Source: an optimization exercise on an open RTL-to-GDS flow (aim: small area, a short achievable clock period and few clock cycles per item). Production flows keep margins and buffers that such runs may drop.
Function was checked by simulation only, so behaviour that the tests miss may differ from the original.

Setup of PW:
// tpaq_hasher
module tpaq_hasher (
    input  wire         clk,
    input  wire         rst,
    input  wire         in_valid,
    output wire         in_ready,
    input  wire         in_op,
    input  wire [149:0] in_data,
    output reg          out_valid,
    output reg          out_err,
    output reg  [223:0] out_ctx,
    output reg  [31:0]  out_c4,
    output reg  [23:0]  out_h
);
    localparam [31:0] C  = 32'd200002979;
    localparam [31:0] CC = C * C;
    function [31:0] hash_c;
        input [31:0] py;
        input [31:0] y;
        reg   [31:0] g;
        begin
            g = CC ^ py;
            hash_c = {g[31], g[31:1]} ^ {{9{g[31]}}, g[31:9]} ^ {{2{C[31]}}, C[31:2]}
                   ^ {{3{y[31]}}, y[31:3]} ^ C;
        end
    endfunction
    assign in_ready = 1'b1;
    reg         v_r, op_r, rst_r;
    reg [149:0] d_r;
    always @(posedge clk) begin
        if (rst) v_r <= 1'b0;
        else     v_r <= in_valid;
        rst_r <= rst;
        op_r  <= in_op;
        d_r   <= in_data;
    end
    reg [31:0] c4, c8;
    reg [23:0] h;
    reg [30:0] pos, bc;
    reg        text;         
    reg [31:0] h1, h2;       
    reg        v_s, e_s;
    wire [7:0]  b       = d_r[7:0];
    wire        refuse  = &pos;
    wire [23:0] h_n;         
    wire [30:0] pos_inc = pos + 31'd1;
    wire [30:0] bc_inc  = bc + 31'd1;
    wire        text0   = bc < (pos_inc >> 2);
    wire        text1   = bc_inc < (pos_inc >> 2);
    wire        text_n  = b[7] ? text1 : text0;
  ...
For scale: roughly 8800 cells after synthesis, roughly 440 I/O pins, ~110000 sq um of cells after synthesis.
==> module tpaq_hasher, before the edit <==
module tpaq_hasher (
    input  wire         clk,
    input  wire         rst,
    input  wire         in_valid,
    output wire         in_ready,
    input  wire         in_op,
    input  wire [149:0] in_data,
    output reg          out_valid,
    output reg          out_err,
    output reg  [223:0] out_ctx,
    output reg  [31:0]  out_c4,
    output reg  [23:0]  out_h
);
    localparam [31:0] C  = 32'd200002979;
    localparam [31:0] CC = C * C;
    function [31:0] hash_c;
        input [31:0] py;
        input [31:0] y;
        reg   [31:0] g;
        begin
            g = CC ^ py;
            hash_c = {g[31], g[31:1]} ^ {{9{g[31]}}, g[31:9]} ^ {{2{C[31]}}, C[31:2]}
                   ^ {{3{y[31]}}, y[31:3]} ^ C;
        end
    endfunction
    assign in_ready = 1'b1;
    reg         v_r, op_r, rst_r;
    reg [149:0] d_r;
    always @(posedge clk) begin
        if (rst) v_r <= 1'b0;
        else     v_r <= in_valid;
        rst_r <= rst;
        op_r  <= in_op;
        d_r   <= in_data;
    end
    reg [31:0] c4, c8;
    reg [23:0] h;
    reg [30:0] pos, bc;
    reg        text;         
    reg [31:0] h1, h2;       
    reg        v_s, e_s;
    wire [7:0]  b       = d_r[7:0];
    wire        refuse  = &pos;
    wire [23:0] h_n;         
    wire [30:0] pos_inc = pos + 31'd1;
    wire [30:0] bc_inc  = bc + 31'd1;
    wire        text0   = bc < (pos_inc >> 2);
    wire        text1   = bc_inc < (pos_inc >> 2);
    wire        text_n  = b[7] ? text1 : text0;
    hash_h u_h (.h(h), .c({c4[15:0], b}), .y(h_n));
    always @(posedge clk) begin
        if (rst) begin
            v_s <= 1'b0; e_s <= 1'b0;
        end else begin
            v_s <= v_r;
            e_s <= v_r && !op_r && refuse;
        end
        if (rst_r) begin
            c4 <= 32'd0; c8 <= 32'd0; h <= 24'd0;
            pos <= 31'd0; bc <= 31'd0;
        end else begin
            if (v_r) begin
                if (op_r) begin
                    c4  <= d_r[31:0];
                    c8  <= d_r[63:32];
                    h   <= d_r[87:64];
                    pos <= d_r[118:88];
                    bc  <= d_r[149:119];
                end else if (!refuse) begin
                    c4  <= {c4[23:0], b};
                    c8  <= {c8[23:0], c4[31:24]};
                    h   <= h_n;
                    pos <= pos_inc;
                    bc  <= b[7] ? bc_inc : bc;
                end
            end
        end
        text <= text_n;
        h1   <= (text_n && !c4[23] && !c4[15] && !c4[7] && !b[7])
                ? {c4[23:0], b} : {{16{c4[23]}}, c4[23:8]};
        h2   <= (text_n && !c8[23] && !c8[15] && !c8[7] && !c4[31])
                ? {c8[23:0], c4[31:24]} : {{16{c8[23]}}, c8[23:8]};
    end
    reg        v_a, e_a, text_a;
    reg [31:0] c4_a, x1_a, x2_a, x3_a, x4_a, x5_a, x6_a;
    reg [15:0] c8l_a;
    reg [23:0] h_a;
    wire [31:0] h1c, h2c, pc, mc;
    mul_c  u_h1 (.x(h1), .y(h1c));
    mul_c  u_h2 (.x(h2), .y(h2c));
    mul_c  u_p  (.x(c4), .y(pc));
    mul_cm u_m  (.x(c4), .y(mc));
    wire [31:0] g6 = h1c ^ h2c;
    always @(posedge clk) begin
        if (rst) begin
            v_a <= 1'b0; e_a <= 1'b0;
        end else begin
            v_a <= v_s; e_a <= e_s;
        end
        text_a <= text;
        c4_a   <= c4;
        c8l_a  <= c8[15:0];
        h_a    <= h;
        x1_a   <= hash_c(pc << 24, c4 << 24);
        x2_a   <= hash_c(pc << 16, c4 << 16);
        x3_a   <= hash_c(pc << 8,  c4 << 8);
        x4_a   <= hash_c(mc,       c4 & 32'hF0F0F0F0);
        x5_a   <= hash_c(pc,       c4);
        x6_a   <= {g6[31], g6[31:1]} ^ {{9{g6[31]}}, g6[31:9]} ^ {{2{h1[31]}}, h1[31:2]}
                ^ {{3{h2[31]}}, h2[31:3]} ^ C;
    end
    reg        v_b, e_b;
    reg [31:0] c4_b;
    reg [23:0] h_b;
    reg [223:0] t_b;
    wire [31:0] x0 = text_a ? (c4_a ^ {16'd0, c8l_a}) : {c4_a[31:16], 16'd0};
    wire [223:0] t_n;
    mul_k1_0 u_k10 (.x(x0),   .y(t_n[ 31:  0]));
    mul_k1_1 u_k11 (.x(x1_a), .y(t_n[ 63: 32]));
    wire [31:0] x2_b = {x2_a[31:23], x5_a[6:0] ^ 7'h24, x2_a[15:0]};
    wire [31:0] x3_b = {x3_a[31:23], x5_a[14:0] ^ 15'h0D29, x3_a[7:0]};
    mul_k1_2 u_k12 (.x(x2_b), .y(t_n[ 95: 64]));
    mul_k1_3 u_k13 (.x(x3_b), .y(t_n[127: 96]));
    mul_k1_4 u_k14 (.x(x4_a), .y(t_n[159:128]));
    mul_k1_5 u_k15 (.x(x5_a), .y(t_n[191:160]));
    mul_k1_6 u_k16 (.x(x6_a), .y(t_n[223:192]));
    always @(posedge clk) begin
        if (rst) begin
            v_b <= 1'b0; e_b <= 1'b0;
        end else begin
            v_b <= v_a; e_b <= e_a;
        end
        c4_b <= c4_a;
        h_b  <= h_a;
        t_b  <= t_n;
    end
    wire [223:0] ctx_n;
    mul_k2_0 u_k20 (.x({t_b[ 15:  0], t_b[ 31: 16]}), .y(ctx_n[ 31:  0]));
    mul_k2_1 u_k21 (.x({t_b[ 47: 32], t_b[ 63: 48]}), .y(ctx_n[ 63: 32]));
    mul_k2_2 u_k22 (.x({t_b[ 79: 64], t_b[ 95: 80]}), .y(ctx_n[ 95: 64]));
    mul_k2_3 u_k23 (.x({t_b[111: 96], t_b[127:112]}), .y(ctx_n[127: 96]));
    mul_k2_4 u_k24 (.x({t_b[143:128], t_b[159:144]}), .y(ctx_n[159:128]));
    mul_k2_5 u_k25 (.x({t_b[175:160], t_b[191:176]}), .y(ctx_n[191:160]));
    mul_k2_6 u_k26 (.x({t_b[207:192], t_b[223:208]}), .y(ctx_n[223:192]));
    always @(posedge clk) begin
        if (rst) begin
            out_valid <= 1'b0; out_err <= 1'b0;
        end else begin
            out_valid <= v_b; out_err <= e_b;
        end
        out_c4  <= c4_b;
        out_h   <= h_b;
        out_ctx <= ctx_n;
    end
endmodule
clock: 28.0 ns
lec_check: 0
cap_margin: 20
core_margin: 2
core_utilization: 70
slew_margin: 20
standard.sh (not shown) runs the stock make flow with config.mk's settings and CLKGATE_MAP_FILE= SYNTH_SCRIPT=/design/flow/synth_recipe.tcl, a recipe that flattens the netlist after the stock synthesis.
==> flow/flow/run.sh <==
#!/bin/bash
# Standard layout with two changes:
#  - a netlist pass between synthesis and floorplan: flow/invpush.py removes
#    the inverters that synthesis leaves between full adders and xor gates
#    (a full adder is self-dual, so it can take its inputs inverted and give
#    its outputs inverted instead; an xor absorbs an inverted input by
#    becoming an xnor). Registers and all other cells stay as synthesized.
#  - the port buffers are plain buffers (buf_2) rather than delay cells.
#  - repair_timing aims beyond the period, and the clock tree uses no dummy loads.
# Each tool's output goes to its own log file here.
set -euo pipefail
R=orfs/results/${FLOW_PLATFORM}/tpaq_hasher/base
bash standard.sh synth > synth.log 2>&1
cp "$R/1_2_yosys.v" "$R/1_2_yosys_std.v"
python3 flow/invpush.py "$R/1_2_yosys_std.v" "$R/1_2_yosys.v" 3000000 > invpush.log 2>&1
rm -f "$R/1_synth.odb" "$R/1_synth.sdc"
bash standard.sh synth > synth_odb.log 2>&1
export BUFFER_PORTS_ARGS="-buffer_cell sky130_fd_sc_hd__buf_2"
# ask repair_timing for slack beyond the period, so that it speeds up the
# paths that set the achieved period
export SETUP_SLACK_MARGIN=21.2
# clock tree without dummy loads
export CTS_ARGS="-sink_clustering_enable -repair_clock_nets -dont_use_dummy_load"
bash standard.sh finish > layout.log 2>&1
Other scripts of this flow, unchanged in this note and not shown: flow/flow/invpush.py
PW: all stages complete, timing, DRC and antenna checks passed
Testbench counts of PW, summed over its fixed seeds: cycles 32,032, items 32,000.
#### Input delta (JK over PW)
--- a/flow/design.v
+++ b/flow/design.v
@@ -34,13 +34,14 @@
         d_r   <= in_data;
     end
     reg [31:0] c4, c8;
     reg [23:0] h;
     reg [30:0] pos, bc;
     reg        text;         
-    reg [31:0] h1, h2;       
+    reg        sel1;         
+    reg [31:0] h2;           
     reg        v_s, e_s;
     wire [7:0]  b       = d_r[7:0];
     wire        refuse  = &pos;
     wire [23:0] h_n;         
     wire [30:0] pos_inc = pos + 31'd1;
     wire [30:0] bc_inc  = bc + 31'd1;
@@ -73,27 +74,27 @@
                     pos <= pos_inc;
                     bc  <= b[7] ? bc_inc : bc;
                 end
             end
         end
         text <= text_n;
-        h1   <= (text_n && !c4[23] && !c4[15] && !c4[7] && !b[7])
-                ? {c4[23:0], b} : {{16{c4[23]}}, c4[23:8]};
+        sel1 <= text_n && !c4[23] && !c4[15] && !c4[7] && !b[7];
         h2   <= (text_n && !c8[23] && !c8[15] && !c8[7] && !c4[31])
                 ? {c8[23:0], c4[31:24]} : {{16{c8[23]}}, c8[23:8]};
     end
     reg        v_a, e_a, text_a;
     reg [31:0] c4_a, x1_a, x2_a, x3_a, x4_a, x5_a, x6_a;
     reg [15:0] c8l_a;
     reg [23:0] h_a;
-    wire [31:0] h1c, h2c, pc, mc;
-    mul_c  u_h1 (.x(h1), .y(h1c));
+    wire [31:0] h1 = sel1 ? c4 : {{16{c4[31]}}, c4[31:16]};
+    wire [31:0] s4c, h2c, pc, mc;
     mul_c  u_h2 (.x(h2), .y(h2c));
     mul_c  u_p  (.x(c4), .y(pc));
     mul_cm u_m  (.x(c4), .y(mc));
-    wire [31:0] g6 = h1c ^ h2c;
+    mul_cs u_s4 (.x(c4[31:16]), .y(s4c));
+    wire [31:0] g6 = (sel1 ? pc : s4c) ^ h2c;
     always @(posedge clk) begin
         if (rst) begin
             v_a <= 1'b0; e_a <= 1'b0;
         end else begin
             v_a <= v_s; e_a <= e_s;
         end
Findings:
- JK completed; timing, DRC and antenna clean
- Relative to PW, the slew at the pin closest to its max-slew limit of JK is higher by 0.082 ns.
- JK vs PW: clock buffer instance count of the final layout down by a few percent
- JK against PW: growth of design area from synthesis to finish level, peak clock frequency supported by timing rose 0.00046 GHz, global-route total usage across every layer has increased.
- First-iteration DRC count ended up 87 lower on JK than on PW.
- Between PW and JK, the post-route non-filler standard cell count does not differ in any meaningful way.
- Maximum number of pins on one net before global-route repair: JK vs PW down 2.7%
- Relative to PW, JK degrades wire length.
- The number of standard cells after synthesis was comparable across PW and JK.
- Arrival time of the worst setup path: JK lower than PW
Testbench counts of JK, summed over its fixed seeds: cycles 32,032, items 32,000.

separate check: timing with driven ports:
Ports are ideal in the flow. The routed layouts listed here were re-timed in OpenROAD. Step 1 assumes that a clkbuf_16 drives the clock port and a buf_2 every other input. Step 2 adds t to the input delays and takes it off the output delays; t is the mean of the earliest and latest rising clock arrival at the registers after step 1. Input paths then give back, and output paths get back, about the clock's delay inside the block. Three values: ideal ports, drivers, drivers and shift; two values: the first two.
| run | t (ns) | slack for setup (ns) | worst data-port slew with drivers (ns) | cell pins on the clock port's net |
|---|---|---|---|---|
| PW | 0.848 | 21.105 / 21.011 / 21.218 | 0.16 | 1 |
| JK | 0.814 | 21.127 / 21.035 / 21.378 | 0.15 | 1 |
After both steps setup and hold are still met in every run listed.
